What follows belongs to an exercise in optimizing a design on an open flow for small area; a production flow would make more cautious choices.
Function was checked by simulation only, so behaviour that the tests miss may differ from the original.
Power and IR drop assume default switching activity. The clock port is modelled as an ideal driver; clocking choices that lean on that would not hold on a real chip.

==> design.v <==
module upa_fd (
    input  wire        clk,
    input  wire        rst,             
    input  wire        rx_valid,
    input  wire [7:0]  rx_data,
    output reg         tx_valid,
    output reg  [7:0]  tx_data,
    output reg         busy,
    input  wire [15:0] enc,
    output reg         enc_reset,
    input  wire        btn_refresh,
    input  wire [7:0]  btn_in,
    input  wire        disp_stall,
    output reg         lcd_write_valid,
    output wire [7:0]  lcd_write_char,
    output reg         lcd_cursor_valid,
    output wire [2:0]  lcd_cursor_row,
    output wire [4:0]  lcd_cursor_col,
    output reg         lcd_clear_valid,
    output reg         led_valid,
    output wire [7:0]  led_mask,
    output reg         beep_valid,
    output wire [7:0]  beep_duration,
    output wire [15:0] beep_freq
);
    localparam [7:0]  INIT_BYTE  = 8'hFE;
    localparam [7:0]  POLL_BYTE  = 8'hFF;
    localparam [7:0]  WRITE8     = 8'h68;       
    localparam [7:0]  BEEP_DEFAULT_DURATION = 8'd100;
    localparam [15:0] BEEP_DEFAULT_FREQ     = 16'd2000;
    reg  [4:0]  toread;      
    reg         cur_f;       
    reg  [4:0]  head;
    reg  [4:0]  tail;
    reg  [7:0]  btn;
    reg         dvalid;
    reg  [64:0] dreg;        
    reg  [2:0]  cidx;        
    reg  [64:0] slot [0:31];
    wire [4:0] size     = head - tail;
    wire       is_empty = (head == tail);
    wire       is_full  = ((head + 5'd1) == tail);
    wire [2:0] b_op  = rx_data[7:5];
    wire [4:0] b_len = rx_data[4:0];
    wire       awaiting   = (toread == 5'd0);
    wire       cmd        = rx_valid && awaiting;
    wire       cmd_frame  = cmd && (b_op >= 3'd2) && (b_op <= 3'd6);
    wire       cmd_status = cmd && (b_op == 3'd1);
    wire       cmd_init   = cmd && (rx_data == INIT_BYTE);
    wire       cmd_poll   = cmd && (rx_data == POLL_BYTE);
    wire       data_byte  = rx_valid && !awaiting;
    wire       last_byte  = data_byte && (toread == 5'd1);
    wire complete = (cmd_frame && b_len == 5'd0) || cmd_init || last_byte;
    wire push = complete && !is_full;
    wire we_hi    = cmd_frame || cmd_init || (last_byte && cur_f);
    wire we_lo    = data_byte && !(last_byte && cur_f);
    wire f_in     = cmd ? (rx_data == WRITE8) : cur_f;
    wire [7:0] rx_n = ~rx_data;
    genvar s;
    generate
        for (s = 0; s < 32; s = s + 1) begin : g_slot
            wire sel = (head == s);
            always @(posedge clk) begin
                if (sel && we_hi)
                    slot[s][64:56] <= {!f_in, rx_n};
            end
            always @(posedge clk) begin
                if (sel && we_lo)
                    slot[s][55:0] <= {slot[s][47:0], rx_n};
            end
        end
    endgenerate
    wire [31:0] tsel_n = ~(32'd1 << tail);
    wire [64:0] rd;
    genvar c;
    generate
        for (c = 0; c < 65; c = c + 1) begin : g_rd
            wire [31:0] col;
            for (s = 0; s < 32; s = s + 1) begin : g_b
                assign col[s] = slot[s][c];
            end
            upa_fd_rcol u_col (.d(col), .ns(tsel_n), .q(rd[c]));
        end
    endgenerate
    wire       d_f   = dreg[64];
    wire [2:0] d_op  = dreg[63:61];
    wire [4:0] d_len = dreg[60:56];
    wire do_pop    = !disp_stall && !dvalid && !is_empty;
    wire do_exec   = !disp_stall && dvalid;
    wire init_exec = do_exec && !d_f && (d_op == 3'd7);
    wire write_ok  = d_f || (d_op == 3'd3 && d_len[4:3] == 2'b00 && d_len[2:0] != 3'd0);
    wire last_char = (cidx == {2'b00, !d_f});
    wire more_chars = write_ok && !last_char;
    always @(posedge clk) begin
        if (rst || init_exec) begin
            toread <= 5'd0;
            head   <= 5'd0;
            busy   <= 1'b0;
        end else if (rx_valid) begin
            if (awaiting) begin
                if (cmd_frame)
                    toread <= b_len;
                if (cmd_poll && is_empty)
                    busy <= 1'b0;
            end else begin
                toread <= toread - 5'd1;
            end
            if (push) begin
                head <= head + 5'd1;
                if (size >= 5'd21)
                    busy <= 1'b1;
            end
        end
    end
    always @(posedge clk) begin
        if (cmd)
            cur_f <= (rx_data == WRITE8);
    end
    always @(posedge clk) begin
        if (rst) begin
            tx_valid  <= 1'b0;
            enc_reset <= 1'b1;
        end else begin
            tx_valid  <= cmd_status && (b_len[4:2] == 3'd0) && (b_len[1:0] != 2'b11);
            enc_reset <= init_exec || (cmd_status && b_len == 5'd1);
        end
    end
    always @(posedge clk)
        tx_data <= b_len[0] ? enc[7:0] : (b_len[1] ? {3'b000, size} : btn);
    always @(posedge clk) begin
        if (rst || init_exec)
            btn <= 8'd0;
        else if (btn_refresh)
            btn <= btn_in;
    end
    always @(posedge clk) begin
        if (rst || init_exec) begin
            tail   <= 5'd0;
            dvalid <= 1'b0;
        end else if (do_pop) begin
            tail   <= tail + 5'd1;
            dvalid <= 1'b1;
        end else if (do_exec) begin
            if (!more_chars)
                dvalid <= 1'b0;
        end
    end
    always @(posedge clk) begin
        if (do_pop) begin
            dreg <= rd;
            cidx <= rd[64] ? 3'd7 : rd[58:56];
        end else if (do_exec) begin
            cidx <= cidx - 3'd1;
        end
    end
    always @(posedge clk) begin
        if (rst) begin
            lcd_write_valid  <= 1'b0;
            lcd_cursor_valid <= 1'b0;
            lcd_clear_valid  <= 1'b0;
            led_valid        <= 1'b0;
            beep_valid       <= 1'b0;
        end else begin
            lcd_write_valid  <= do_exec && write_ok;
            lcd_cursor_valid <= do_exec && !d_f && d_op == 3'd2 && d_len == 5'd1;
            lcd_clear_valid  <= do_exec && !d_f && d_op == 3'd4;
            led_valid        <= do_exec && !d_f && d_op == 3'd5 && d_len == 5'd1;
            beep_valid       <= do_exec && !d_f && d_op == 3'd6;
        end
    end
    wire beep_def = (d_len != 5'd3);
    assign lcd_write_char = dreg[8*cidx +: 8];
    assign lcd_cursor_row = dreg[7:5];
    assign lcd_cursor_col = dreg[4:0];
    assign led_mask       = dreg[7:0];
    assign beep_duration  = beep_def ? BEEP_DEFAULT_DURATION : dreg[23:16];
    assign beep_freq      = beep_def ? BEEP_DEFAULT_FREQ : dreg[15:0];
endmodule
module upa_fd_rcol (
    input  wire [31:0] d,
    input  wire [31:0] ns,
    output wire        q
);
    wire [15:0] y;
    genvar i;
    generate
        for (i = 0; i < 16; i = i + 1) begin : g_p
            upa_fd_oai22 u_p (.a1(d[2*i]), .a2(ns[2*i]), .b1(d[2*i+1]), .b2(ns[2*i+1]), .y(y[i]));
        end
    endgenerate
    assign q = |y;
endmodule
module upa_fd_oai22 (
    input  wire a1,
    input  wire a2,
    input  wire b1,
    input  wire b2,
    output wire y
);
    assign y = ~((a1 | a2) & (b1 | b2));
endmodule
==> flow/run.sh <==
#!/bin/bash
# Standard layout, with the port buffers made as the smallest buffer cell
# instead of the one buffer_ports picks by itself.
set -euo pipefail
export BUFFER_PORTS_ARGS="-buffer_cell sky130_fd_sc_hd__buf_1"
bash standard.sh > orfs_flow.log 2>&1
==> standard.sh <==
#!/bin/bash
# synth_recipe.tcl (not shown) runs the flow's synth.tcl, then flattens the netlist and writes it again
# the make line also repeats each setting of config.mk as NAME=value (left out here)
make -C /OpenROAD-flow-scripts/flow DESIGN_CONFIG=/design/flow/config.mk WORK_HOME=/design/flow/orfs CLKGATE_MAP_FILE= SYNTH_SCRIPT=/design/flow/synth_recipe.tcl "${@:-finish}"
==> config.mk <==
export PLATFORM = sky130hd
export DESIGN_NAME = upa_fd
export DESIGN_NICKNAME = upa_fd
export VERILOG_FILES = /design/flow/design.v
export SDC_FILE = /design/flow/constraint.sdc
export NUM_CORES = 4
export LEC_CHECK = 0
export CAP_MARGIN = 20
export CORE_MARGIN = 2
export CORE_UTILIZATION = 65
export CTS_BUF_LIST = sky130_fd_sc_hd__clkbuf_16
export CTS_CLUSTER_DIAMETER = 100
export CTS_CLUSTER_SIZE = 30
export PLACE_DENSITY = 0.75
export SLEW_MARGIN = 20
export SYNTH_HIERARCHICAL = 1
==> constraint.sdc <==
create_clock -name core_clock -period 10.0 [get_ports {clk}]
set_input_delay 2.0000 -clock core_clock [delete_from_list [all_inputs] [get_ports {clk}]]
set_output_delay 2.0000 -clock core_clock [all_outputs]
set_load 0.01 [all_outputs]
==> results of run 1 <==
==> Yosys stat by module (local to each module, per instance) <==
module        flip-flops and latches  area, um2
upa_fd_oai22                       0       6.26
upa_fd                          2189      68200
upa_fd_rcol                        0       31.3
==> layout make-up <==
class                      instances  area [um2]  area share [%]
clock buffer                      87        2180            2.66
clock inverter                    18        72.6          0.0885
inverter                          26        97.6           0.119
multi-input combinational       1742       11500            14.1
sequential                      2189       65300            79.7
tap                             1536        1920            2.34
timing repair buffer             163         878            1.07
==> cells in the mapped netlist (3+ instances only) <==
cell type	number	area share (%)
o31ai_1	3	0.029
nor2b_1	6	0.049
nor4_1	263	2.1
o22ai_1	1041	8.5
xnor2_1	9	0.10
buf_6	4	0.059
mux2i_1	13	0.17
nor2_1	90	0.44
or3_1	3	0.024
nand2b_1	11	0.090
dfxtp_1	41	1.1
inv_1	25	0.12
a21oi_1	14	0.091
edfxtp_1	2148	84
and2_1	6	0.049
nor3_1	7	0.046
mux4_2	16	0.47
nand4_1	71	0.58
xor2_1	6	0.068
ha_1	20	0.33
nand3_1	26	0.17
and3_1	18	0.15
nand2_1	57	0.28
o21ai_0	16	0.10
a211oi_1	6	0.059
buf_4	16	0.16
clkbuf_1	17	0.083
buf_1	3	0.015
nand3b_1	4	0.039
mux2_2	8	0.12
==> kinds of logic (layout without fill, tap and decap cells) <==
logic type / Yosys count / after routing / share of synthesized area (%)
AO/OA/AOI/OAI: 1095 / 1095 / 8.93
XOR/XNOR: 15 / 15 / 0.171
buffers and inverters: 70 / 294 / 0.502
flip-flops: 2189 / 2189 / 85.1
adder cells (fa/ha/maj): 21 / 21 / 0.352
multiplexers: 37 / 37 / 0.756
AND/OR/NAND/NOR: 574 / 574 / 4.18
==> where the power goes <==
group          total [W]  switching [W]  leakage (nW)  internal [W]
clock network    0.00405        0.00247          1.17       0.00158
registers         0.0104       0.000163          19.7        0.0102
logic            0.00157        0.00111          3.88      0.000465
total             0.0160        0.00374          24.8        0.0123
==> registers in the layout, summed over array words and instances, names as in the netlist <==
register,flops
slot,2080
dreg,65
toread,5
lcd_cursor_valid,1
tail,5
cur_f,1
busy,1
cidx,3
led_valid,1
tx_data,8
head,5
enc_reset,1
lcd_clear_valid,1
btn,8
tx_valid,1
dvalid,1
lcd_write_valid,1
beep_valid,1
==> worst paths after layout <==
path,from,endpoint,slack (ns)
max,cidx[1],lcd_write_char[0],5.15
min,slot[0][5],slot[0][13],0.44
max reg2reg,tail[1],cidx[2],5.71
min reg2reg,slot[0][5],slot[0][13],0.44
==> stage by stage <==
step	power (W)	setup WS, ns
after floorplan	0.0114	4.19
after global placement	0.0121	4.92
after detailed placement	0.0122	4.80
after CTS	0.0160	5.15
after global routing	0.0164	5.08
final	0.0160	5.15
==> per-layer routing <==
metal | global-route usage (%) | routed length [um]
met1 | 40.8 | 65600
met2 | 43.2 | 79700
met3 | 4.29 | 17200
met4 | 13.5 | 8930
met5 | 0 | 0
==> critical path, delay by kind of cell (launching register included) <==
kind     cells  cell delay (ns)
buf+inv      1             0.13
flops        1             1.10
mux          2             0.87
==> impl_metrics.tcl, run 1 <==
set metrics [dict create \
    outcome "finished clean" \
    synth_area_per_cell_um2 19.2 \
    ctsHtreeMaxLevel 3 \
    cts_tree "done" \
    hpwl_mm 99.6 \
    setup_violations 0 \
    critPathMaxFanout 18 \
    slew_headroom_pct 16.7 \
    fin_util_pct 69.7 \
    postRouteAntennaNets 0 \
    crit_chain "mux4_2 > mux2_2 > buf_1" \
    start_kind "register" \
    post_cts_resized 0 \
    overflow 0 \
    worst-setup-path-type "register to output pin" \
    r2r.worst_path.cells 10 \
    wire_per_inst_um 29.7 \
    crit_arrival_ns 2.85 \
    synth_cell_types 56 \
    grt_pass1_vias 38300 \
    gp_congestion 0.950 \
    holdBufCountCts 0 \
    vias_per_cell 7.02 \
    n_antenna_cell 0 \
    yosysSeqAreaShare_pct 85.1 \
    die_w_um 348 \
    whs_ns 0.439 \
    hold_class "register to register" \
    ios 101 \
    clk_pin_slew_worst_paths_ns 0.11 \
    fillCellCount 6998 \
    synth_edf_count 2148 \
    drt_iter0_drc 5288 \
    vias 40400 \
    root_buffer "clkbuf_16" \
    fp.dieH_um 348 \
    drive_gt1_share_pct 6.11 \
    syn_nets 4059 \
    cts_made_buffers 82 \
    finClkSkew_ns 0.0403 \
    nets 4262 \
    critPathCaptureType "output pin" \
    cp_data_required_time_ns 8.00 \
    finalSetupTns_ns 0 \
    period_needed_ns 4.85 \
    cts_sinks 2189 \
    clock.fmax_ghz 0.206 \
    routed_wl_mm 171 \
    max_cap_violations 0 \
    grt_pass1_wl_mm 249 \
    synth_warnings 8 \
    dieArea_mm2 0.121 \
    area_growth_pct 6.82 \
    dr.pass1.iters 6 \
    start_util_pct 65.3 \
    place_area_mm2 0.0797 \
    power_density_mw_per_mm2 195 \
    async_reset_ff_share_pct 0 \
    final_common_cell "edfxtp_1" \
    insertion_delay_ns 0.71 \
    power.leakage_nw 24.8 \
    grt.total_usage_pct 28.2 \
    row_count 126 \
    grt_setup_unrepaired "false" \
    fin_area_mm2 0.0820 \
    worst_pin_slew_ns 1.24 \
    drc 0 \
    max-vdd-ir-drop_mv 0.150 \
    cts_setup_buffers 0 \
    hold_depth 0 \
    hold_violations 0 \
    synth_cells 4001 \
    drv_slew 0 \
    grt_max_degree 69 \
    slowest_delay_ns 1.10 \
    finalCritPeriodShare_pct 48.5 \
    placedCellCount 5656 \
    cts.path.max_buffers 3 \
    final_cells 5761 \
    synth_seq_cells 2189 \
    synthesis.area_mm2 0.0768 \
    port-buffer-count 92 \
    antenna_found_initial 6 \
    synth_ff_type "edfxtp_1" \
    slowest_stage "edfxtp_1" \
    layout_common_cells "2148 x edfxtp_1, 1041 x o22ai_1, 263 x nor4_1" \
    core_area_mm2 0.118 \
]
==> inputs of run 2 (changes only) <==
--- a/config.mk
+++ b/config.mk
@@ -8,9 +8,9 @@
 export CAP_MARGIN = 20
 export CORE_MARGIN = 2
-export CORE_UTILIZATION = 65
+export CORE_UTILIZATION = 75
 export CTS_BUF_LIST = sky130_fd_sc_hd__clkbuf_16
 export CTS_CLUSTER_DIAMETER = 100
 export CTS_CLUSTER_SIZE = 30
-export PLACE_DENSITY = 0.75
+export PLACE_DENSITY = 0.85
 export SLEW_MARGIN = 20
 export SYNTH_HIERARCHICAL = 1
==> run 2 against run 1 <==
Net effect: final cell count shrank 2.7%; total power grew 0.69%; register-to-register slack lost 0.11 ns; critical path depth grew 1; synthesized cell count is the same; first-iteration DRC count grew 30%; die area shrank 13%; synthesized area is the same; via count grew 7.1%; utilization grew 11 points; clock skew shrank 0.020 ns; critical endpoint is now beep_duration[6]; largest power group unchanged; highest routed layer is now met5.
==> impl_metrics.tcl, run 2 <==
set metrics [dict create \
    outcome "finished clean" \
    clk_pin_slew_worst_paths_ns 0.11 \
    synth_top_cell_by_area "edfxtp_1" \
    finClkSkew_ns 0.0203 \
    synth_ff_type "edfxtp_1" \
    cp_data_required_time_ns 8.00 \
    core_area_mm2 0.102 \
    grt_max_degree 72 \
    gp_congestion 0.957 \
    power_density_mw_per_mm2 197 \
    grt_pass1_wl_mm 273 \
    whs_ns 0.439 \
    vias 43300 \
    dr.pass1.iters 6 \
    root_buffer "clkbuf_16" \
    vias_per_cell 7.72 \
    synth_cells 4001 \
    synthesis.area_mm2 0.0768 \
    row_count 117 \
    largest_reg_flops 2080 \
    port-buffer-count 92 \
    slew_headroom_pct 7.41 \
    overflow 0 \
    layout_common_cells "2148 x edfxtp_1, 1041 x o22ai_1, 260 x nor4_1" \
    slowest_stage "and2_1" \
    hold_class "register to register" \
    area_growth_pct 6.52 \
    yosysMostFrequentCell "edfxtp_1" \
    synth_edf_count 2148 \
    drc 0 \
    ctsHtreeMaxLevel 3 \
    crit_arrival_ns 2.78 \
    multi_input_area_mm2 0.0114 \
    critPathMaxFanout 9 \
    power.leakage_nw 24.8 \
    regMostFlops "slot" \
    fin_util_pct 80.5 \
    grt.total_usage_pct 36.5 \
    cp_top_family "simple AND/OR/NAND/NOR gates" \
    crit_buf_inv 1 \
    finalSetupTns_ns 0 \
    start_kind "register" \
    nets 4273 \
    insertion_delay_ns 0.71 \
    synth_cell_types 56 \
    synth_top_area_share_pct 84.0 \
    hp-start "slot[21][13]" \
    grt_setup_unrepaired "false" \
    place_area_mm2 0.0795 \
    setup_slack_ns 5.22 \
    r2r-start "tail[1]" \
    synth_seq_cells 2189 \
    cts.path.max_buffers 3 \
    hpwl_mm 105 \
    synth_common_cells "2148 x edfxtp_1, 1041 x o22ai_1, 263 x nor4_1" \
    grt_pass1_vias 41900 \
    cts_setup_buffers 0 \
    async_reset_ff_share_pct 0 \
    post_cts_resized 0 \
    ios 101 \
    drive_gt1_share_pct 6.43 \
    r2r_slack_ns 5.60 \
    period_needed_ns 4.78 \
    die_w_um 324 \
    postRouteAntennaNets 0 \
    antenna_found_initial 6 \
    worst_pin_slew_ns 1.38 \
    cts_tree "done" \
    worst-setup-path-type "register to output pin" \
    syn_nets 4059 \
    dieArea_mm2 0.105 \
    final_common_cell "edfxtp_1" \
    fp.dieH_um 324 \
    place_ws_ns 4.98 \
    slowest_delay_ns 0.81 \
    critPathCaptureType "output pin" \
    drt_iter0_drc 6897 \
    max_cap_violations 0 \
    cts_sinks 2189 \
    synth_area_leaders "edfxtp_1 84%, o22ai_1 8.5%, nor4_1 2.1%, dfxtp_1 1.1%, nand4_1 0.58%" \
    routed_wl_mm 190 \
    top_regs "slot (2080), dreg (65)" \
    cp-startpoint "dreg[58]" \
    finalCritPeriodShare_pct 47.8 \
    wire_per_inst_um 33.9 \
    crit_chain "nor4b_2 > and2_1 > nand2b_1 > buf_1" \
    start_util_pct 75.5 \
    clock.fmax_ghz 0.209 \
    drv_slew 0 \
    max-vdd-ir-drop_mv 0.212 \
    fillCellCount 4614 \
    hold_violations 0 \
    yosysSeqAreaShare_pct 85.1 \
    setup_violations 0 \
    regArea_mm2 0.0653 \
    cts_made_buffers 82 \
    fin_area_mm2 0.0818 \
    holdBufCountCts 0 \
    synth_warnings 8 \
    synth_area_per_cell_um2 19.2 \
]
run 2: worst paths after layout:
path,to,depth (start not counted)
worst max-delay path,beep_duration[6],4
worst min register to register,slot[21][21],0
worst max register to register,dreg[8],8
worst min-delay path,slot[21][21],0
run 2: cells by family (layout without fill, tap and decap cells):
| group | count (synthesis) | count (layout) | synth area share (%) |
|---|---|---|---|
| and+or+nand+nor | 574 | 574 | 4.18 |
| buffers and inverters | 70 | 302 | 0.502 |
| DFF | 2189 | 2189 | 85.1 |
| AOI/OAI and AO/OA | 1095 | 1095 | 8.93 |
| muxes | 37 | 37 | 0.756 |
| adders and majority gates | 21 | 21 | 0.352 |
| xor gates and xnor gates | 15 | 15 | 0.171 |
| other | 0 | 5 | 0 |
run 2: per-layer routing:
layer / GRT usage (%) / vias up / part of all wire, % / wire length, um
met5: 0.509 / - / 0.062 / 118
met4: 27.1 / 8 / 8.9 / 16800
met3: 5.90 / 625 / 12 / 22900
met2: 55.6 / 3960 / 46 / 88100
met1: 48.7 / 21100 / 33 / 61900
li1: - / 17600 / - / -
run 2: area by class of cell:
cell class	instances	area share (%)
antenna	5	0.0153
inverter	26	0.119
tap	1368	2.09
clock inverter	17	0.0903
sequential	2189	79.9
timing repair buffer	174	1.18
clock buffer	85	2.60
multi-input combinational	1742	14.0
run 2: modules after synthesis (local to each module, per instance):
module,times used,flip-flops and latches,area (um2),cells inside
upa_fd,1,2189,68200,2636
upa_fd_rcol,65,0,31.3,5
upa_fd_oai22,1040,0,6.26,1
run 2: worst reg2reg max path: stages (launching register included):
cell and delay [ns]:
dfxtp_1 0.52, inv_1 0.14, ha_1 0.34, nor2b_1 0.35, nand2_2 0.13, buf_4 0.68, o22ai_1 0.36, nor4_1 1.02
nand4_1 0.49
run 2: metrics by stage:
| step | std cells | total power (W) |
|---|---|---|
| final | 5606 | 0.0161 |
| after floorplan | 4001 | 0.0114 |
| after CTS | 5600 | 0.0160 |
| after detailed placement | 5498 | 0.0122 |
| after global routing | 5601 | 0.0164 |
| after global placement | 5498 | 0.0121 |
run 2: power breakdown:
group | internal, W | switching, W | leakage [nW] | total (W)
logic | 0.000469 | 0.00122 | 3.94 | 0.00169
registers | 0.0102 | 0.000169 | 19.7 | 0.0104
clock network | 0.00155 | 0.00249 | 1.14 | 0.00403
total | 0.0123 | 0.00388 | 24.8 | 0.0161
==> inputs of run 3 (changes only) <==
--- a/config.mk
+++ b/config.mk
@@ -11,5 +11,5 @@
 export CTS_BUF_LIST = sky130_fd_sc_hd__clkbuf_16
 export CTS_CLUSTER_DIAMETER = 100
-export CTS_CLUSTER_SIZE = 30
+export CTS_CLUSTER_SIZE = 32
 export PLACE_DENSITY = 0.85
 export SLEW_MARGIN = 20
==> run 3 against run 2 <==
Net effect: critical endpoint is now lcd_write_char[0]; cell area down 0.12%; still clean on timing, DRC and antenna; fmax decreased by 3.4%; first-iteration DRC count is 2.2% lower; critical path type unchanged.
==> impl_metrics.tcl, run 3 <==
set metrics [dict create \
    ios 101 \
    drive_gt1_share_pct 6.41 \
    vias 42900 \
    vias_per_cell 7.66 \
    worst_pin_slew_ns 1.34 \
    yosys.area_share.xor_xnor_pct 0.171 \
    crit_arrival_ns 2.95 \
    synth_common_cells "2148 x edfxtp_1, 1041 x o22ai_1, 263 x nor4_1" \
    core_area_mm2 0.102 \
    finalSetupTns_ns 0 \
    cp_data_required_time_ns 8.00 \
    synth_area_per_cell_um2 19.2 \
    regArea_mm2 0.0653 \
    gp_congestion 0.957 \
    synthMuxAreaShare_pct 0.756 \
    dieArea_mm2 0.105 \
    top_regs "slot (2080), dreg (65)" \
    synthesis.area_mm2 0.0768 \
    yosysMostFrequentCell "edfxtp_1" \
    rr_endpoint "cidx[2]" \
    grt_setup_unrepaired "false" \
    area_growth_pct 6.39 \
    clk_pin_slew_worst_paths_ns 0.11 \
    grt_pass1_vias 41400 \
    fp.dieH_um 324 \
    fillCellCount 4621 \
    synth_cell_types 56 \
    root_buffer "clkbuf_16" \
    syn_nets 4059 \
    outcome "finished clean" \
    max_cap_violations 0 \
    holdBufCountCts 0 \
    nets 4268 \
    die_w_um 324 \
    place_area_mm2 0.0795 \
    grt_pass1_wl_mm 268 \
    start_util_pct 75.5 \
    grt_max_degree 72 \
    r2r-start "tail[1]" \
    cp_top_family "flip-flops" \
    synth_top_family_by_area "compound AO/OA/AOI/OAI gates" \
    crit_buf_inv 1 \
    r2r.worst_path.cells 10 \
    max-vdd-ir-drop_mv 0.179 \
    setup_violations 0 \
    cts_setup_buffers 0 \
    postRouteAntennaNets 0 \
    critical_path_depth 3 \
    synth_top_area_share_pct 84.0 \
    routed_wl_mm 186 \
    drv_slew 0 \
    antenna_found_initial 2 \
    worst-setup-path-type "register to output pin" \
    cp-startpoint "cidx[1]" \
    cts_tree "done" \
    multi_input_area_mm2 0.0115 \
    finalCritPeriodShare_pct 49.5 \
    period_needed_ns 4.95 \
    synth_ff_type "edfxtp_1" \
    finClkSkew_ns 0.0449 \
    synth_edf_count 2148 \
    cts_made_buffers 78 \
    synth_seq_cells 2189 \
    overflow 0 \
    slew_headroom_pct 9.74 \
    clock.fmax_ghz 0.202 \
    crit_chain "mux4_2 > mux2_2 > buf_1" \
    layout_common_cells "2148 x edfxtp_1, 1041 x o22ai_1, 259 x nor4_1" \
    start_kind "register" \
    power.leakage_nw 24.8 \
    post_cts_resized 0 \
    cts.path.max_buffers 3 \
    power_density_mw_per_mm2 196 \
    critPathMaxFanout 18 \
    final_common_cell "edfxtp_1" \
    r2r_slack_ns 5.56 \
    async_reset_ff_share_pct 0 \
    cts_sinks 2189 \
    dr.pass1.iters 9 \
    row_count 117 \
    synth-simple-area-share_pct 4.18 \
    slowest_delay_ns 1.14 \
    crit_end "lcd_write_char[0]" \
    synth_area_leaders "edfxtp_1 84%, o22ai_1 8.5%, nor4_1 2.1%, dfxtp_1 1.1%, nand4_1 0.58%" \
    yosysSeqAreaShare_pct 85.1 \
    port-buffer-count 92 \
    synth_top_cell_by_area "edfxtp_1" \
    synth_warnings 8 \
    hold_class "register to register" \
    synth_cells 4001 \
    hpwl_mm 105 \
    critPathCaptureType "output pin" \
    regMostFlops "slot" \
    wire_per_inst_um 33.2 \
    fin_area_mm2 0.0817 \
    synthAdderAreaFrac_pct 0.352 \
    grt.total_usage_pct 35.8 \
    ctsHtreeMaxLevel 3 \
    synth_compound_area_share_pct 8.93 \
    slowest_stage "edfxtp_1" \
    insertion_delay_ns 0.71 \
    hold_violations 0 \
    drt_iter0_drc 6743 \
    drc 0 \
    largest_reg_flops 2080 \
]
[run 3: changes by cell type in the layout (fill, tap and decap cells not counted), sizes merged]
| cell | previous run | this run |
|---|---|---|
| clkinv | 2 | 3 |
| buf | 174 | 173 |
| clkbuf | 85 | 80 |
[run 3: report_power, final]
part           internal, W  switching (W)
Clock              0.00147        0.00246
Sequential          0.0102       0.000175
Combinational     0.000466        0.00121
Total               0.0122        0.00384
[run 3: cells by family after synthesis]
family | count (synthesis)
AND/OR/NAND/NOR | 574
XOR/XNOR | 15
AO/OA/AOI/OAI | 1095
multiplexers | 37
buffers and inverters | 70
flip-flops | 2189
adder cells (fa/ha/maj) | 21
[run 3: layout make-up]
| class | count | share of cell area [%] |
|---|---|---|
| antenna | 5 | 0.0153 |
| tap | 1368 | 2.10 |
| multi-input combinational | 1742 | 14.0 |
| inverter | 26 | 0.120 |
| clock inverter | 18 | 0.135 |
| clock buffer | 80 | 2.45 |
| timing repair buffer | 173 | 1.17 |
| sequential | 2189 | 80.0 |
[run 3: how the worst min path moves through the flow]
stage                 start           end  cells past startpoint
3_5_place_dp   slot[15][47]  slot[15][55]                      0
6_report        slot[25][4]  slot[25][12]                      0
5_1_grt         slot[29][4]  slot[29][12]                      0
4_1_cts        slot[20][13]  slot[20][21]                      0
3_3_place_gp    slot[1][11]   slot[1][19]                      0
2_1_floorplan   slot[11][2]  slot[11][10]                      0
[run 3: worst reg2reg max path: stages (launching register included)]
cell     delay [ns]
dfxtp_1        0.52
inv_1          0.14
ha_1           0.34
nor2b_1        0.36
nand2_2        0.13
buf_4          0.70
o22ai_1        0.22
nor4_1         0.97
nand4_1        0.46
nor3_1         0.29
a21oi_1        0.06
[run 3: metal layers]
layer	vias up	track usage [%]	wire, um
met5	-	0	0
met1	20900	48.3	61000
met2	3846	54.8	86500
met4	0	24.7	15600
li1	17600	-	-
met3	560	5.88	23000
[run 3: Yosys stat by module, one instance, submodules excluded]
module	flip-flops and latches	copies in the design
upa_fd	2189	1
upa_fd_rcol	0	65
upa_fd_oai22	0	1040
[run 3: through the flow]
stage | util (%) | worst slack [ns] | cells | total power (W) | hold WS [ns]
final | 80.4 | 5.05 | 5601 | 0.0160 | 0.440
after global routing | 80.4 | 5.01 | 5596 | 0.0163 | 0.453
after CTS | 80.3 | 5.10 | 5596 | 0.0159 | 0.438
after detailed placement | 78.3 | 4.98 | 5498 | 0.0122 | 0.433
after global placement | 78.3 | 5.09 | 5498 | 0.0121 | 0.428
after floorplan | - | 4.19 | 4001 | 0.0114 | 0.427
==> inputs of run 4 (changes only) <==
--- a/config.mk
+++ b/config.mk
@@ -8,9 +8,9 @@
 export CAP_MARGIN = 20
 export CORE_MARGIN = 2
-export CORE_UTILIZATION = 75
+export CORE_UTILIZATION = 70
 export CTS_BUF_LIST = sky130_fd_sc_hd__clkbuf_16
 export CTS_CLUSTER_DIAMETER = 100
-export CTS_CLUSTER_SIZE = 32
-export PLACE_DENSITY = 0.85
+export CTS_CLUSTER_SIZE = 30
+export PLACE_DENSITY = 0.8
 export SLEW_MARGIN = 20
 export SYNTH_HIERARCHICAL = 1
==> run 4 against run 3 <==
Net effect: final cell count is 0.66% higher; sequential cell count stayed put; combinational power is 7% lower; worst setup slack better by 0.061 ns; sequential power hardly changed; synthesized area stayed put; count of clock-buffer cells in the layout is 5 higher; routed wire length is 9.0% lower; critical endpoint is now beep_duration[6]; largest cell class unchanged.
==> impl_metrics.tcl, run 4 <==
set metrics [dict create \
    outcome "finished clean" \
    synth_top_cell_by_area "edfxtp_1" \
    drive_gt1_share_pct 6.16 \
    largest_reg_flops 2080 \
    setup_violations 0 \
    power_w 0.0160 \
    synth_area_leaders "edfxtp_1 84%, o22ai_1 8.5%, nor4_1 2.1%, dfxtp_1 1.1%, nand4_1 0.58%" \
    max_cap_violations 0 \
    die_w_um 335 \
    cp-startpoint "dreg[58]" \
    synth_area_per_cell_um2 19.2 \
    drc 0 \
    synth_compound_area_share_pct 8.93 \
    yosys.area_share.xor_xnor_pct 0.171 \
    fp.dieH_um 335 \
    placedCellCount 5533 \
    grt.total_usage_pct 30.1 \
    r2r-start "tail[1]" \
    postRouteAntennaNets 0 \
    period_needed_ns 4.89 \
    drv_slew 0 \
    finalCritPeriodShare_pct 48.9 \
    hold_class "register to register" \
    vias_per_cell 7.25 \
    layout_common_cells "2148 x edfxtp_1, 1041 x o22ai_1, 263 x nor4_1" \
    synth_common_cells "2148 x edfxtp_1, 1041 x o22ai_1, 263 x nor4_1" \
    cts_tree "done" \
    place_ws_ns 4.84 \
    synth-simple-area-share_pct 4.18 \
    final_common_cell "edfxtp_1" \
    overflow 0 \
    synthesis.area_mm2 0.0768 \
    p_sw_w 0.00374 \
    dr.pass1.iters 6 \
    grt_max_degree 69 \
    root_buffer "clkbuf_16" \
    antenna_found_initial 3 \
    insertion_delay_ns 0.70 \
    post_cts_resized 0 \
    synth_cell_types 56 \
    power_density_mw_per_mm2 195 \
    n_antenna_cell 0 \
    hold_violations 0 \
    synth_top_area_share_pct 84.0 \
    area_growth_pct 6.59 \
    finClkSkew_ns 0.0372 \
    gp_congestion 0.927 \
    synthAdderAreaFrac_pct 0.352 \
    vias 40900 \
    start_util_pct 70.5 \
    final_cells 5638 \
    routed_wl_mm 169 \
    ios 101 \
    start_kind "register" \
    core_area_mm2 0.109 \
    cts_setup_buffers 0 \
    pwr-share-seq_pct 65.0 \
    drt_iter0_drc 4931 \
    finalSetupTns_ns 0 \
    grt_setup_unrepaired "false" \
    async_reset_ff_share_pct 0 \
    internal-power_w 0.0123 \
    max-vdd-ir-drop_mv 0.173 \
    p_sw_share_pct 23.4 \
    port-buffer-count 92 \
    regMostFlops "slot" \
    synth_top_family_by_area "compound AO/OA/AOI/OAI gates" \
    worst-setup-path-type "register to output pin" \
    synth_seq_cells 2189 \
    grt_pass1_vias 39600 \
    critPathCaptureType "output pin" \
    nets 4262 \
    synth_cells 4001 \
    cp_data_required_time_ns 8.00 \
    critPathMaxFanout 9 \
    cts_sinks 2189 \
    clk_pin_slew_worst_paths_ns 0.11 \
    top_regs "slot (2080), dreg (65)" \
    cts_made_buffers 83 \
    synthMuxAreaShare_pct 0.756 \
    cts.path.max_buffers 3 \
    wire_per_inst_um 30.1 \
    power.leakage_nw 24.8 \
    ctsHtreeMaxLevel 3 \
    clock.fmax_ghz 0.204 \
    crit_end "beep_duration[6]" \
    clkPwrFrac_pct 25.2 \
    holdBufCountCts 0 \
    r2r_slack_ns 5.64 \
    slew_headroom_pct 19.1 \
    dieArea_mm2 0.112 \
    syn_nets 4059 \
    fin_util_pct 75.2 \
    yosysSeqAreaShare_pct 85.1 \
    yosysMostFrequentCell "edfxtp_1" \
    synth_warnings 8 \
    rr_endpoint "cidx[1]" \
    crit_arrival_ns 2.89 \
    row_count 121 \
    grt_pass1_wl_mm 247 \
    synth_edf_count 2148 \
    power_frac_comb_pct 9.8 \
    worst_pin_slew_ns 1.20 \
    hpwl_mm 104 \
    setup_slack_ns 5.11 \
    r2r.worst_path.cells 10 \
    synth_ff_type "edfxtp_1" \
]
run 4: cell counts after synthesis:
No cell type changed its count.
run 4: how the worst min path moves through the flow:
stage | start | to | cells past startpoint
floorplan | slot[11][2] | slot[11][10] | 0
global placement | slot[31][40] | slot[31][48] | 0
detailed placement | slot[1][42] | slot[1][50] | 0
CTS | slot[22][13] | slot[22][21] | 0
global route | slot[29][44] | slot[29][52] | 0
finish | slot[26][12] | slot[26][20] | 0
run 4: per-layer routing:
metal	wire, um	share of wire (%)	global-route usage (%)
met4	9540	5.6	15.6
met1	63600	38	41.0
met5	0	0	0
met2	82500	49	48.7
met3	13800	8.2	3.94
run 4: area by class of cell:
type                    count  area (um2)
clock buffers              85        2130
clock inverters            20         110
fillers                  5818       27000
inverters                  26        98.8
multi-input cells        1742       11500
flip-flops and latches   2189       65300
well taps                1414        1770
repair buffers            162         871
run 4: cell families (layout without fill, tap and decap cells):
logic type | Yosys count | in the layout
mux | 37 | 37
flops | 2189 | 2189
compound gates | 1095 | 1095
xor+xnor | 15 | 15
fa+ha+maj | 21 | 21
simple gates | 574 | 574
buf+inv | 70 | 293
run 4: per-module statistics from Yosys, one instance, submodules excluded:
module | cell area [um2] | flops+latches
upa_fd_oai22 | 6.26 | 0
upa_fd_rcol | 31.3 | 0
upa_fd | 68200 | 2189
run 4: critical path: stages, from the launching register on:
cell and delay (ns):
edfxtp_1 0.66, nor4b_2 0.35, and2_1 0.83, nand2b_1 0.18
buf_1 0.18
run 4: power by group through the flow:
stage | Combinational, W | Clock, W | Sequential (W)
floorplan | 0.000858 | 0 | 0.0105
global placement | 0.00150 | 0 | 0.0106
detailed placement | 0.00156 | 0 | 0.0106
CTS | 0.00156 | 0.00405 | 0.0104
global route | 0.00163 | 0.00431 | 0.0104
finish | 0.00157 | 0.00403 | 0.0104
run 4: stage by stage:
stage / cell area (um2) / hold WS, ns
4_1_cts: 81800 / 0.437
6_report: 81800 / 0.440
2_1_floorplan: 76800 / 0.427
3_5_place_dp: 79600 / 0.433
3_3_place_gp: 79600 / 0.427
5_1_grt: 81800 / 0.452
==> inputs of run 5 (changes only) <==
==> flow/run.sh (replaced) <==
#!/bin/bash
# Standard layout, with the port buffers made as the smallest buffer cell
# instead of the one buffer_ports picks by itself, and with the resizer's
# power recovery (downsizing of gates off the critical paths) after global
# routing.
set -euo pipefail
export BUFFER_PORTS_ARGS="-buffer_cell sky130_fd_sc_hd__buf_1"
export RECOVER_POWER=100
bash standard.sh > orfs_flow.log 2>&1
--- a/config.mk
+++ b/config.mk
@@ -8,9 +8,9 @@
 export CAP_MARGIN = 20
 export CORE_MARGIN = 2
-export CORE_UTILIZATION = 70
+export CORE_UTILIZATION = 55
 export CTS_BUF_LIST = sky130_fd_sc_hd__clkbuf_16
 export CTS_CLUSTER_DIAMETER = 100
 export CTS_CLUSTER_SIZE = 30
-export PLACE_DENSITY = 0.8
+export PLACE_DENSITY = 0.65
 export SLEW_MARGIN = 20
 export SYNTH_HIERARCHICAL = 1
==> run 5 against run 4 <==
Net effect: the layout now fails its checks (max-capacitance violations, max-slew violations); largest cell class unchanged; global-route usage decreased by 5.8 points; utilization decreased by 16 points; largest power group unchanged; worst setup slack got worse by 2.2 ns; routed wire length increased by 2.4%; synthesized cell count unchanged; count of clock-buffer cells in the layout increased by 2; critical path depth increased by 3; first-iteration DRC count decreased by 7.2%; clock skew increased by 0.0013 ns; clock power increased by 2%; critical endpoint is now dreg[5]; sequential power about the same.
==> impl_metrics.tcl, run 5 <==
set metrics [dict create \
    setup_slack_ns 2.90 \
    row_count 137 \
    clk_pin_slew_worst_paths_ns 0.12 \
    crit_chain "clkbuf_1 > nor2b_1 > nand2_2 > clkbuf_1 > o22ai_1 > nor4_1 > nand4_1" \
    synth_area_leaders "edfxtp_1 84%, o22ai_1 8.5%, nor4_1 2.1%, dfxtp_1 1.1%, nand4_1 0.58%" \
    vias 39400 \
    critical_path_depth 7 \
    insertion_delay_ns 0.73 \
    period_needed_ns 7.10 \
    cp_top_family "buffers and inverters" \
    dr.pass1.iters 6 \
    drc 0 \
    start_kind "register" \
    so.violations "max-capacitance violations, max-slew violations" \
    ios 101 \
    antenna_found_initial 1 \
    worst-setup-path-type "register to register" \
    finalSetupTns_ns 0 \
    layout_common_cells "2148 x edfxtp_1, 1041 x o22ai_1, 259 x nor4_1" \
    start_util_pct 55.2 \
    dieArea_mm2 0.143 \
    cp-startpoint "tail[3]" \
    cts_setup_buffers 0 \
    hold_violations 0 \
    synth_ff_type "edfxtp_1" \
    routed_wl_mm 173 \
    crit_buf_inv 2 \
    synth_cells 4001 \
    power.leakage_nw 24.7 \
    outcome "failed layout checks" \
    top_regs "slot (2080), dreg (65)" \
    grt_pass1_wl_mm 251 \
    drt_iter0_drc 4578 \
    critPathMaxFanout 56 \
    multi_input_area_mm2 0.0115 \
    fp.dieH_um 378 \
    synth_area_per_cell_um2 19.2 \
    ctsHtreeMaxLevel 3 \
    vias_per_cell 6.44 \
    max_cap_violations 46 \
    fillCellCount 10000 \
    r2r.worst_path.cells 7 \
    synth_top_cell_by_area "edfxtp_1" \
    cts_tree "done" \
    slowest_stage "clkbuf_1" \
    path_common_cell "clkbuf_1" \
    cts.path.max_buffers 3 \
    synth_warnings 8 \
    worst_pin_slew_ns 4.77 \
    port-buffer-count 92 \
    synth_edf_count 2148 \
    whs_ns 0.444 \
    root_buffer "clkbuf_16" \
    power_density_mw_per_mm2 196 \
    die_w_um 378 \
    overflow 0 \
    synth_cell_types 56 \
    gp_congestion 0.954 \
    async_reset_ff_share_pct 0 \
    hpwl_mm 103 \
    r2r_slack_ns 2.90 \
    nets 4278 \
    synth_common_cells "2148 x edfxtp_1, 1041 x o22ai_1, 263 x nor4_1" \
    grt_max_degree 69 \
    largest_reg_flops 2080 \
    post_cts_resized 0 \
    slowest_delay_ns 2.39 \
    cp_data_required_time_ns 10.34 \
    regMostFlops "slot" \
    core_area_mm2 0.139 \
    hold_class "register to register" \
    yosysSeqAreaShare_pct 85.1 \
    syn_nets 4059 \
    yosysMostFrequentCell "edfxtp_1" \
    drive_gt1_share_pct 5.11 \
    cts_sinks 2189 \
    power_w 0.0162 \
    cts_made_buffers 83 \
    grt.total_usage_pct 24.2 \
    grt_setup_unrepaired "false" \
    crit_arrival_ns 7.44 \
    drv_slew 2576 \
    place_ws_ns 4.76 \
    setup_violations 0 \
    regArea_mm2 0.0653 \
    crit_end "dreg[5]" \
    slew_headroom_pct -218 \
    max-vdd-ir-drop_mv 0.141 \
    wire_per_inst_um 28.3 \
    r2r-start "tail[3]" \
    holdBufCountCts 0 \
    grt_pass1_vias 37200 \
    synth_seq_cells 2189 \
    postRouteAntennaNets 0 \
    final_common_cell "edfxtp_1" \
    critPathCaptureType "register" \
    area_growth_pct 7.36 \
    clock.fmax_ghz 0.141 \
    finClkSkew_ns 0.0386 \
    synthesis.area_mm2 0.0768 \
    synth_top_area_share_pct 84.0 \
    finalCritPeriodShare_pct 71.0 \
    rr_endpoint "dreg[5]" \
]
## run 5: cell types whose count changed in the layout (fill, tap and decap cells not counted), moves of 3 or more
| cell | before | now |
|---|---|---|
| clkbuf_1 | 0 | 50 |
| buf_4 | 70 | 35 |
| and2_0 | 1 | 6 |
| buf_2 | 0 | 3 |
| nor4_2 | 1 | 5 |
| mux2_1 | 0 | 6 |
| inv_1 | 32 | 35 |
| buf_1 | 92 | 89 |
| inv_2 | 6 | 0 |
| and2_1 | 5 | 2 |
| clkinv_1 | 2 | 7 |
| nor4_1 | 263 | 259 |
| mux2_2 | 8 | 2 |
## run 5: worst min path at each step
stage                   endpoint  cells after the start  slack [ns]    startpoint
floorplan           slot[11][10]                      0        0.43   slot[11][2]
global placement    slot[31][12]                      0        0.43   slot[31][4]
detailed placement  slot[19][11]                      0        0.43   slot[19][3]
CTS                 slot[19][10]                      0        0.44   slot[19][2]
global route        slot[27][21]                      0        0.46  slot[27][13]
finish              slot[21][16]                      0        0.44   slot[21][8]
## run 5: stage by stage
| step | utilization, % | std cells | cell area [um2] |
|---|---|---|---|
| floorplan | - | 4001 | 76800 |
| global placement | 57.7 | 6006 | 80200 |
| detailed placement | 57.8 | 6010 | 80300 |
| CTS | 59.4 | 6119 | 82600 |
| global route | 59.3 | 6120 | 82400 |
| finish | 59.3 | 6121 | 82400 |
## run 5: per-layer routing
metal / global-route usage (%) / wire, um
met5: 0 / 0
met1: 36.4 / 74900
met4: 8.85 / 6340
met3: 3.11 / 12700
met2: 37.0 / 79500
## run 5: area by class of cell
| type | instances | share of cell area, % |
|---|---|---|
| tap | 1876 | 2.85 |
| timing repair buffer | 178 | 0.995 |
| clock inverter | 22 | 0.132 |
| clock buffer | 87 | 2.64 |
| inverter | 26 | 0.121 |
| antenna | 1 | 0.00304 |
| sequential | 2189 | 79.3 |
| multi-input combinational | 1742 | 14.0 |
## run 5: power by group
part	switching [W]	internal [W]
Clock	0.00252	0.00159
Sequential	0.000169	0.0103
Combinational	0.00112	0.000489
Total	0.00381	0.0123
## run 5: kinds of logic after synthesis
| kind of cell | share of synthesized area [%] |
|---|---|
| AND/OR/NAND/NOR | 4.18 |
| flip-flops | 85.1 |
| XOR/XNOR | 0.171 |
| multiplexers | 0.756 |
| buffers and inverters | 0.502 |
| adder cells (fa/ha/maj) | 0.352 |
| AO/OA/AOI/OAI | 8.93 |
## run 5: per-module statistics from Yosys (local to each module, per instance)
module,flops+latches,cells
upa_fd_oai22,0,1
upa_fd,2189,2636
upa_fd_rcol,0,5
==> inputs of run 6 (changes only) <==
==> flow/run.sh (replaced) <==
#!/bin/bash
# Standard layout, with the port buffers made as the smallest buffer cell
# instead of the one buffer_ports picks by itself, and clock tree synthesis
# without dummy loads.
set -euo pipefail
export BUFFER_PORTS_ARGS="-buffer_cell sky130_fd_sc_hd__buf_1"
export CTS_ARGS="-sink_clustering_enable -repair_clock_nets -sink_clustering_size 30 -sink_clustering_max_diameter 100 -buf_list sky130_fd_sc_hd__clkbuf_16 -dont_use_dummy_load"
bash standard.sh > orfs_flow.log 2>&1
--- a/config.mk
+++ b/config.mk
@@ -8,9 +8,9 @@
 export CAP_MARGIN = 20
 export CORE_MARGIN = 2
-export CORE_UTILIZATION = 55
+export CORE_UTILIZATION = 70
 export CTS_BUF_LIST = sky130_fd_sc_hd__clkbuf_16
 export CTS_CLUSTER_DIAMETER = 100
 export CTS_CLUSTER_SIZE = 30
-export PLACE_DENSITY = 0.65
+export PLACE_DENSITY = 0.8
 export SLEW_MARGIN = 20
 export SYNTH_HIERARCHICAL = 1
==> run 6 against run 5 <==
Net effect: now clean on timing, DRC and antenna; total power decreased by 1.6%; sequential cell count unchanged; register-to-register slack improved by 2.6 ns; hold slack got worse by 0.020 ns; largest cell class unchanged.
==> impl_metrics.tcl, run 6 <==
set metrics [dict create \
    hold_violations 0 \
    drv_slew 0 \
    p_sw_share_pct 23.2 \
    top_regs "slot (2080), dreg (65)" \
    vias_per_cell 7.24 \
    period_needed_ns 4.88 \
    vias 40700 \
    crit_arrival_ns 2.88 \
    outcome "finished clean" \
    hpwl_mm 104 \
    slew_headroom_pct 18.6 \
    ctsHtreeMaxLevel 3 \
    internal-power_w 0.0122 \
    synth_edf_count 2148 \
    power_density_mw_per_mm2 195 \
    power_frac_comb_pct 9.9 \
    clkPwrFrac_pct 24.7 \
    regMostFlops "slot" \
    grt_max_degree 69 \
    synth_area_leaders "edfxtp_1 84%, o22ai_1 8.5%, nor4_1 2.1%, dfxtp_1 1.1%, nand4_1 0.58%" \
    gp_congestion 0.927 \
    finalCritPeriodShare_pct 48.8 \
    drc 0 \
    root_buffer "clkbuf_16" \
    overflow 0 \
    dr.pass1.iters 6 \
    drive_gt1_share_pct 6.02 \
    power.leakage_nw 24.6 \
    setup_violations 0 \
    grt.total_usage_pct 30.0 \
    async_reset_ff_share_pct 0 \
    critPathCaptureType "output pin" \
    row_count 121 \
    synth_top_area_share_pct 84.0 \
    die_w_um 335 \
    critPathMaxFanout 9 \
    fin_util_pct 75.0 \
    layout_common_cells "2148 x edfxtp_1, 1041 x o22ai_1, 263 x nor4_1" \
    antenna_found_initial 3 \
    synth_cell_types 56 \
    cp_data_required_time_ns 8.00 \
    worst_pin_slew_ns 1.21 \
    grt_pass1_wl_mm 246 \
    synth_ff_type "edfxtp_1" \
    yosysSeqAreaShare_pct 85.1 \
    wire_per_inst_um 30.1 \
    worst-setup-path-type "register to output pin" \
    whs_ns 0.425 \
    insertion_delay_ns 0.69 \
    area_growth_pct 6.39 \
    cts_sinks 2189 \
    final_common_cell "edfxtp_1" \
    cts_setup_buffers 0 \
    p_sw_w 0.00369 \
    nets 4262 \
    post_cts_resized 0 \
    synth_area_per_cell_um2 19.2 \
    synth_warnings 8 \
    cts.path.max_buffers 3 \
    start_util_pct 70.5 \
    synth_common_cells "2148 x edfxtp_1, 1041 x o22ai_1, 263 x nor4_1" \
    hold_class "register to register" \
    fillCellCount 5832 \
    clk_pin_slew_worst_paths_ns 0.11 \
    power_w 0.0159 \
    yosysMostFrequentCell "edfxtp_1" \
    start_kind "register" \
    syn_nets 4059 \
    max_cap_violations 0 \
    max-vdd-ir-drop_mv 0.155 \
    routed_wl_mm 169 \
    cts_made_buffers 83 \
    port-buffer-count 92 \
    postRouteAntennaNets 0 \
    finalSetupTns_ns 0 \
    synth_top_cell_by_area "edfxtp_1" \
    dieArea_mm2 0.112 \
    clock.fmax_ghz 0.205 \
    grt_setup_unrepaired "false" \
    fp.dieH_um 335 \
    grt_pass1_vias 39500 \
    synth_seq_cells 2189 \
    holdBufCountCts 0 \
    ios 101 \
    cts_tree "done" \
    synthesis.area_mm2 0.0768 \
    drt_iter0_drc 4995 \
    largest_reg_flops 2080 \
    synth_cells 4001 \
    pwr-share-seq_pct 65.4 \
    core_area_mm2 0.109 \
    finClkSkew_ns 0.0539 \
]
==> run 6: cell count changes in the layout (fill, tap and decap cells not counted), moves of 4 or more <==
cell	change
and2_0	-5
clkbuf_16	-4
mux2_1	-6
inv_1	-18
buf_4	+35
clkinv_1	-5
nor4_1	+4
mux2_2	+6
inv_2	+6
nor4_2	-4
clkbuf_1	-50
==> run 6: logic make-up (layout without fill, tap and decap cells) <==
kind of cell	count (synthesis)	count (layout)	synth area share, %
flops	2189	2189	85.1
fa+ha+maj	21	21	0.352
compound gates	1095	1095	8.93
simple gates	574	574	4.18
xor+xnor	15	15	0.171
buf+inv	70	271	0.502
mux	37	37	0.756
other cells	0	1	0
==> run 6: metrics by stage <==
stage	setup slack (ns)	area, um2	cells
2_1_floorplan	4.19	76800	4001
3_3_place_gp	4.90	79600	5533
3_5_place_dp	4.84	79600	5533
4_1_cts	5.04	81700	5616
5_1_grt	5.12	81700	5616
6_report	5.12	81700	5617
==> run 6: worst max-delay path, cell delays in order (launching register included) <==
cell and delay (ns):
edfxtp_1 0.65, nor4b_2 0.35, and2_1 0.82, nand2b_1 0.19, buf_1 0.18
==> run 6: final timing paths <==
path	startpoint	endpoint	slack [ns]	depth (start not counted)
worst max-delay path	dreg[58]	beep_duration[6]	5.12	4
worst min-delay path	slot[22][13]	slot[22][21]	0.42	0
worst max register to register	tail[1]	cidx[1]	5.48	10
worst min register to register	slot[22][13]	slot[22][21]	0.42	0
==> run 6: per-layer routing <==
layer,GRT usage (%),share of wire (%),up-vias
li1,-,-,17600
met3,4.06,8.3,298
met5,0,0,-
met2,48.5,48,2081
met1,40.9,38,20700
met4,15.8,5.7,0
==> run 6: power groups by stage <==
| stage | clock (W) | combinational, W | sequential (W) |
|---|---|---|---|
| after floorplan | 0 | 0.000858 | 0.0105 |
| after global placement | 0 | 0.00150 | 0.0106 |
| after detailed placement | 0 | 0.00156 | 0.0106 |
| after CTS | 0.00395 | 0.00156 | 0.0104 |
| after global routing | 0.00421 | 0.00163 | 0.0104 |
| final | 0.00392 | 0.00157 | 0.0104 |
==> run 6: Yosys stat by module, one instance, submodules excluded <==
module | copies in the design | cell area [um2] | cells inside | flops+latches
upa_fd | 1 | 68200 | 2636 | 2189
upa_fd_rcol | 65 | 31.3 | 5 | 0
upa_fd_oai22 | 1040 | 6.26 | 1 | 0
==> run 6: area by class of cell <==
cell class / instances / area (um2) / share of cell area [%]
Clock buffer: 83 / 2080 / 2.54
Antenna cell: 1 / 2.50 / 0.00306
Sequential cell: 2189 / 65300 / 80.0
Timing Repair Buffer: 162 / 871 / 1.07
Tap cell: 1414 / 1770 / 2.17
Inverter: 26 / 98.8 / 0.121
Multi-Input combinational cell: 1742 / 11500 / 14.1
==> inputs of run 7 (changes only) <==
==> flow/run.sh (replaced) <==
#!/bin/bash
# Standard layout, with the port buffers made as the smallest buffer cell
# instead of the one buffer_ports picks by itself, and clock tree synthesis
# without dummy loads.
set -euo pipefail
export BUFFER_PORTS_ARGS="-buffer_cell sky130_fd_sc_hd__buf_1"
export CTS_ARGS="-sink_clustering_enable -repair_clock_nets -sink_clustering_size 33 -sink_clustering_max_diameter 100 -buf_list sky130_fd_sc_hd__clkbuf_16 -dont_use_dummy_load"
bash standard.sh > orfs_flow.log 2>&1
==> run 7 against run 6 <==
Net effect: clock skew up 0.017 ns; critical path type unchanged; critical endpoint is now lcd_write_char[0]; final cell count down 0.14%; total power down 0.88%; still clean on timing, DRC and antenna; synthesized area unchanged; non-clock buffer count unchanged; count of clock-buffer cells in the layout down 7; via count up 0.33%; fmax up 0.31%; routed wire length up 0.26%; synthesized cell count unchanged.
==> impl_metrics.tcl, run 7 <==
set metrics [dict create \
    top_regs "slot (2080), dreg (65)" \
    cp-startpoint "cidx[1]" \
    grt.total_usage_pct 30.0 \
    ctsHtreeMaxLevel 3 \
    r2r.worst_path.cells 10 \
    grt_max_degree 69 \
    setup_violations 0 \
    nets 4255 \
    yosysSeqAreaShare_pct 85.1 \
    start_kind "register" \
    insertion_delay_ns 0.71 \
    root_buffer "clkbuf_16" \
    critPathCaptureType "output pin" \
    grt_pass1_vias 39600 \
    final_common_cell "edfxtp_1" \
    cts_tree "done" \
    wire_per_inst_um 30.2 \
    gp_congestion 0.927 \
    synth_edf_count 2148 \
    syn_nets 4059 \
    max-vdd-ir-drop_mv 0.144 \
    slew_headroom_pct 18.1 \
    period_needed_ns 4.87 \
    drive_gt1_share_pct 5.86 \
    area_growth_pct 6.16 \
    synth_seq_cells 2189 \
    routed_wl_mm 169 \
    cts_made_buffers 76 \
    cts_setup_buffers 0 \
    start_util_pct 70.5 \
    layout_common_cells "2148 x edfxtp_1, 1041 x o22ai_1, 263 x nor4_1" \
    ios 101 \
    n_antenna_cell 0 \
    cp_data_required_time_ns 8.00 \
    post_cts_resized 0 \
    clk_pin_slew_worst_paths_ns 0.12 \
    postRouteAntennaNets 0 \
    synth_area_leaders "edfxtp_1 84%, o22ai_1 8.5%, nor4_1 2.1%, dfxtp_1 1.1%, nand4_1 0.58%" \
    finalSetupTns_ns 0 \
    finalCritPeriodShare_pct 48.7 \
    antenna_found_initial 3 \
    grt.busiest_layer "met2" \
    dr.pass1.iters 5 \
    yosysMostFrequentCell "edfxtp_1" \
    synth_area_per_cell_um2 19.2 \
    crit_end "lcd_write_char[0]" \
    drt_iter0_drc 5069 \
    overflow 0 \
    dieArea_mm2 0.112 \
    worst-setup-path-type "register to output pin" \
    vias 40800 \
    drc 0 \
    hold_class "register to register" \
    whs_ns 0.430 \
    synth_cells 4001 \
    fp.dieH_um 335 \
    cts.path.max_buffers 3 \
    hold_violations 0 \
    drv_slew 0 \
    rr_endpoint "cidx[1]" \
    synthesis.area_mm2 0.0768 \
    r2r-start "tail[1]" \
    critPathMaxFanout 18 \
    holdBufCountCts 0 \
    power_density_mw_per_mm2 193 \
    grt_use_met3_pct 3.75 \
    synth_common_cells "2148 x edfxtp_1, 1041 x o22ai_1, 263 x nor4_1" \
    hpwl_mm 104 \
    power.leakage_nw 24.6 \
    async_reset_ff_share_pct 0 \
    use_met2_pct 48.2 \
    synth_top_cell_by_area "edfxtp_1" \
    cts_sinks 2189 \
    finClkSkew_ns 0.0711 \
    grt_pass1_wl_mm 246 \
    crit_arrival_ns 2.87 \
    largest_reg_flops 2080 \
    die_w_um 335 \
    synth_ff_type "edfxtp_1" \
    synth_warnings 8 \
    max_cap_violations 0 \
    r2r_slack_ns 5.52 \
    clock.fmax_ghz 0.205 \
    regMostFlops "slot" \
    synth_top_area_share_pct 84.0 \
    synth_cell_types 56 \
    place_area_mm2 0.0796 \
    core_area_mm2 0.109 \
    grt_setup_unrepaired "false" \
    grt_use_met1_pct 40.6 \
    port-buffer-count 92 \
    fin_util_pct 74.9 \
    vias_per_cell 7.28 \
    outcome "finished clean" \
    fin_area_mm2 0.0815 \
    worst_pin_slew_ns 1.22 \
    row_count 121 \
]
run 7: worst min-delay path by stage:
| stage | startpoint | to | cells past startpoint |
|---|---|---|---|
| floorplan | slot[11][2] | slot[11][10] | 0 |
| global placement | slot[31][40] | slot[31][48] | 0 |
| detailed placement | slot[1][42] | slot[1][50] | 0 |
| CTS | slot[9][13] | slot[9][21] | 0 |
| global route | slot[24][45] | slot[24][53] | 0 |
| finish | slot[13][12] | slot[13][20] | 0 |
run 7: power breakdown:
group          internal (W)  switching, W  leakage [nW]
Combinational      0.000463       0.00111          3.88
Clock               0.00138       0.00239         0.937
Sequential           0.0102      0.000160          19.7
run 7: cell type report:
type                       count  area, um2
clock buffer                  76       1900
fill                        5856      27400
inverter                      26       98.8
multi-input combinational   1742      11500
sequential                  2189      65300
tap                         1414       1770
timing repair buffer         162        871
run 7: kinds of logic (layout without fill, tap and decap cells):
group / count (synthesis) / in the layout / synth area share (%)
flops: 2189 / 2189 / 85.1
compound gates: 1095 / 1095 / 8.93
simple gates: 574 / 574 / 4.18
buf+inv: 70 / 264 / 0.502
mux: 37 / 37 / 0.756
fa+ha+maj: 21 / 21 / 0.352
xor+xnor: 15 / 15 / 0.171
run 7: worst max-delay path, stage by stage (launching register included):
cell and delay [ns]:
edfxtp_1 1.11, mux4_2 0.60, mux2_2 0.33, buf_1 0.14
run 7: metrics by stage:
| step | instances | worst slack, ns | power (W) |
|---|---|---|---|
| 5_1_grt | 5609 | 5.13 | 0.0161 |
| 6_report | 5609 | 5.13 | 0.0157 |
| 3_5_place_dp | 5533 | 4.84 | 0.0121 |
| 4_1_cts | 5609 | 5.06 | 0.0157 |
| 2_1_floorplan | 4001 | 4.19 | 0.0114 |
| 3_3_place_gp | 5533 | 4.90 | 0.0121 |
run 7: layer usage:
layer | vias to the layer above | wire [um]
met5 | - | 0
li1 | 17600 | -
met1 | 20700 | 63100
met4 | 0 | 10900
met2 | 2173 | 81700
met3 | 323 | 13700
run 7: modules after synthesis (local to each module, per instance):
module	cell area (um2)	flops+latches	cells inside
upa_fd_oai22	6.26	0	1
upa_fd	68200	2189	2636
upa_fd_rcol	31.3	0	5
==> inputs of run 8 (changes only) <==
--- a/config.mk
+++ b/config.mk
@@ -11,5 +11,5 @@
 export CTS_BUF_LIST = sky130_fd_sc_hd__clkbuf_16
 export CTS_CLUSTER_DIAMETER = 100
-export CTS_CLUSTER_SIZE = 30
+export CTS_CLUSTER_SIZE = 33
 export PLACE_DENSITY = 0.8
 export SLEW_MARGIN = 20
==> run 8 against run 7 <==
Net effect: non-clock buffer count did not move; cell area did not move; clock skew did not move; register-to-register slack barely moved; worst setup slack did not move; routed wire length did not move; sequential cell count did not move; total power did not move; count of clock-buffer cells in the layout did not move; critical endpoint unchanged; largest cell class unchanged; largest power group unchanged; highest routed layer unchanged.
==> impl_metrics.tcl, run 8 <==
set metrics [dict create \
    outcome "finished clean" \
    n_antenna_cell 0 \
    drt_iter0_drc 5069 \
    nets 4255 \
    cts.path.max_buffers 3 \
    ios 101 \
    drc 0 \
    rr_endpoint "cidx[1]" \
    synth_common_cells "2148 x edfxtp_1, 1041 x o22ai_1, 263 x nor4_1" \
    synth_top_cell_by_area "edfxtp_1" \
    cts_sinks 2189 \
    finalCritPeriodShare_pct 48.7 \
    hold_violations 0 \
    area_growth_pct 6.16 \
    min_to "slot[13][20]" \
    overflow 0 \
    wire_per_inst_um 30.2 \
    synth_top_family_by_area "compound AO/OA/AOI/OAI gates" \
    clk_pin_slew_worst_paths_ns 0.12 \
    synth_warnings 8 \
    postRouteAntennaNets 0 \
    synth_edf_count 2148 \
    drive_gt1_share_pct 5.86 \
    r2r-start "tail[1]" \
    grt_pass1_vias 39600 \
    cts_made_buffers 76 \
    worst_pin_slew_ns 1.22 \
    power.leakage_nw 24.6 \
    setup_slack_ns 5.13 \
    worst-setup-path-type "register to output pin" \
    start_util_pct 70.5 \
    synth_cells 4001 \
    synthAdderAreaFrac_pct 0.352 \
    synth_area_per_cell_um2 19.2 \
    yosysSeqAreaShare_pct 85.1 \
    post_cts_resized 0 \
    regMostFlops "slot" \
    cts_setup_buffers 0 \
    setup_violations 0 \
    period_needed_ns 4.87 \
    gp_congestion 0.927 \
    insertion_delay_ns 0.71 \
    antenna_found_initial 3 \
    synth-simple-area-share_pct 4.18 \
    fillCellCount 5856 \
    cts_tree "done" \
    hpwl_mm 104 \
    holdBufCountCts 0 \
    synthMuxAreaShare_pct 0.756 \
    crit_arrival_ns 2.87 \
    slowest_delay_ns 1.11 \
    yosys.area_share.xor_xnor_pct 0.171 \
    r2r.worst_path.cells 10 \
    hold_depth 0 \
    place_ws_ns 4.84 \
    crit_chain "mux4_2 > mux2_2 > buf_1" \
    row_count 121 \
    critPathCaptureType "output pin" \
    root_buffer "clkbuf_16" \
    whs_ns 0.430 \
    synthesis.area_mm2 0.0768 \
    final_common_cell "edfxtp_1" \
    yosysMostFrequentCell "edfxtp_1" \
    grt_pass1_wl_mm 246 \
    finClkSkew_ns 0.0711 \
    core_area_mm2 0.109 \
    vias_per_cell 7.28 \
    synth_compound_area_share_pct 8.93 \
    power_w 0.0157 \
    synth_area_leaders "edfxtp_1 84%, o22ai_1 8.5%, nor4_1 2.1%, dfxtp_1 1.1%, nand4_1 0.58%" \
    regArea_mm2 0.0653 \
    critPathMaxFanout 18 \
    hp-start "slot[13][12]" \
    routed_wl_mm 169 \
    synth_ff_type "edfxtp_1" \
    slew_headroom_pct 18.1 \
    cp_data_required_time_ns 8.00 \
    layout_common_cells "2148 x edfxtp_1, 1041 x o22ai_1, 263 x nor4_1" \
    async_reset_ff_share_pct 0 \
    fp.dieH_um 335 \
    dieArea_mm2 0.112 \
    max_cap_violations 0 \
    grt_setup_unrepaired "false" \
    synth_top_area_share_pct 84.0 \
    largest_reg_flops 2080 \
    slowest_stage "edfxtp_1" \
    ctsHtreeMaxLevel 3 \
    port-buffer-count 92 \
    cp-startpoint "cidx[1]" \
    power_density_mw_per_mm2 193 \
    clock.fmax_ghz 0.205 \
    hold_class "register to register" \
    grt_max_degree 69 \
    grt.total_usage_pct 30.0 \
    synth_seq_cells 2189 \
    syn_nets 4059 \
    die_w_um 335 \
    drv_slew 0 \
    vias 40800 \
    synth_cell_types 56 \
    max-vdd-ir-drop_mv 0.144 \
    dr.pass1.iters 5 \
    multi_input_area_mm2 0.0115 \
    start_kind "register" \
    top_regs "slot (2080), dreg (65)" \
    finalSetupTns_ns 0 \
    r2r_slack_ns 5.52 \
]
-- run 8: cell counts after synthesis --
Identical to the previous run, type by type.
-- run 8: modules after synthesis (local to each module, per instance) --
| module | area [um2] | cells | flip-flops and latches | times used |
|---|---|---|---|---|
| upa_fd_rcol | 31.3 | 5 | 0 | 65 |
| upa_fd | 68200 | 2636 | 2189 | 1 |
| upa_fd_oai22 | 6.26 | 1 | 0 | 1040 |
-- run 8: kinds of logic after synthesis --
group                    after synthesis
buffers and inverters                 70
flip-flops                          2189
adder cells (fa/ha/maj)               21
AND/OR/NAND/NOR                      574
multiplexers                          37
XOR/XNOR                              15
AO/OA/AOI/OAI                       1095
-- run 8: cell type report --
type                       instances  share of cell area, %
clock buffer                      76                   2.33
timing repair buffer             162                   1.07
sequential                      2189                   80.2
inverter                          26                  0.121
tap                             1414                   2.17
multi-input combinational       1742                   14.1
-- run 8: per-layer routing --
layer,track usage [%],vias to the layer above,routed length [um]
met5,0,-,0
met1,40.6,20700,63100
met3,3.75,323,13700
met2,48.2,2173,81700
met4,17.6,0,10900
li1,-,17600,-
-- run 8: critical path: cells and delay by family (launching register included) --
family | cells | cell delay (ns)
buf+inv | 1 | 0.14
mux | 2 | 0.93
flops | 1 | 1.11
-- run 8: per-stage QoR --
stage | cells | util [%] | area, um2
3_5_place_dp | 5533 | 73.1 | 79600
4_1_cts | 5609 | 74.9 | 81500
3_3_place_gp | 5533 | 73.1 | 79600
2_1_floorplan | 4001 | - | 76800
6_report | 5609 | 74.9 | 81500
5_1_grt | 5609 | 74.9 | 81500
-- run 8: how the worst max path moves through the flow --
| stage | endpoint | slack (ns) |
|---|---|---|
| 2_1_floorplan | slot[0][0] | 4.19 |
| 3_3_place_gp | slot[6][57] | 4.90 |
| 3_5_place_dp | slot[7][57] | 4.84 |
| 4_1_cts | beep_duration[6] | 5.06 |
| 5_1_grt | lcd_write_char[0] | 5.13 |
| 6_report | lcd_write_char[0] | 5.13 |
-- run 8: report_power, final --
group          internal, W  switching [W]
Sequential          0.0102       0.000160
Combinational     0.000463        0.00111
Clock              0.00138        0.00239

-- static timing again, ports no longer ideal --
The flow's constraints put no driver on any port. The routed layouts listed below were extracted and timed again, unchanged, in two steps.
Step 1 sets driving cells, clkbuf_16 on the clock port and buf_2 on the other inputs (assumed; they add their load-dependent delay and slew).
Step 2 moves the port delays by t, midway between the first and last clock arrival at a register: inputs arrive t later, outputs are due t later. That takes back most of the time a late clock gives input paths.
Three values: ideal ports, drivers, drivers and shift; two values: the first two.
| run | t, ns | slack for setup (ns) | hold slack, ns | worst register clock-pin slew, ns | pins driven straight from the clock port |
|---|---|---|---|---|---|
| run 1 | 0.774 | 5.146 / 5.065 / 4.726 | 0.439 / 0.439 / 0.439 | 0.12 / 0.12 | 1 |
| run 2 | 0.768 | 5.217 / 5.144 / 4.865 | 0.439 / 0.439 / 0.439 | 0.11 / 0.11 | 1 |
| run 3 | 0.768 | 5.047 / 4.969 / 4.855 | 0.440 / 0.440 / 0.440 | 0.12 / 0.12 | 1 |
| run 4 | 0.764 | 5.108 / 5.031 / 4.744 | 0.440 / 0.440 / 0.440 | 0.12 / 0.12 | 1 |
| run 5 | 0.786 | 2.902 / 2.902 / 2.370 | 0.444 / 0.444 / 0.444 | 0.12 / 0.12 | 1 |
| run 6 | 0.751 | 5.118 / 5.039 / 4.720 | 0.425 / 0.425 / 0.425 | 0.11 / 0.11 | 1 |
| run 7 | 0.749 | 5.133 / 5.054 / 4.722 | 0.430 / 0.430 / 0.430 | 0.12 / 0.12 | 1 |
| run 8 | 0.749 | 5.133 / 5.054 / 4.722 | 0.430 / 0.430 / 0.430 | 0.12 / 0.12 | 1 |
The setup slack of run 5, which loses most, moves by 0.000 ns with the drivers and by -0.532 ns with both steps.
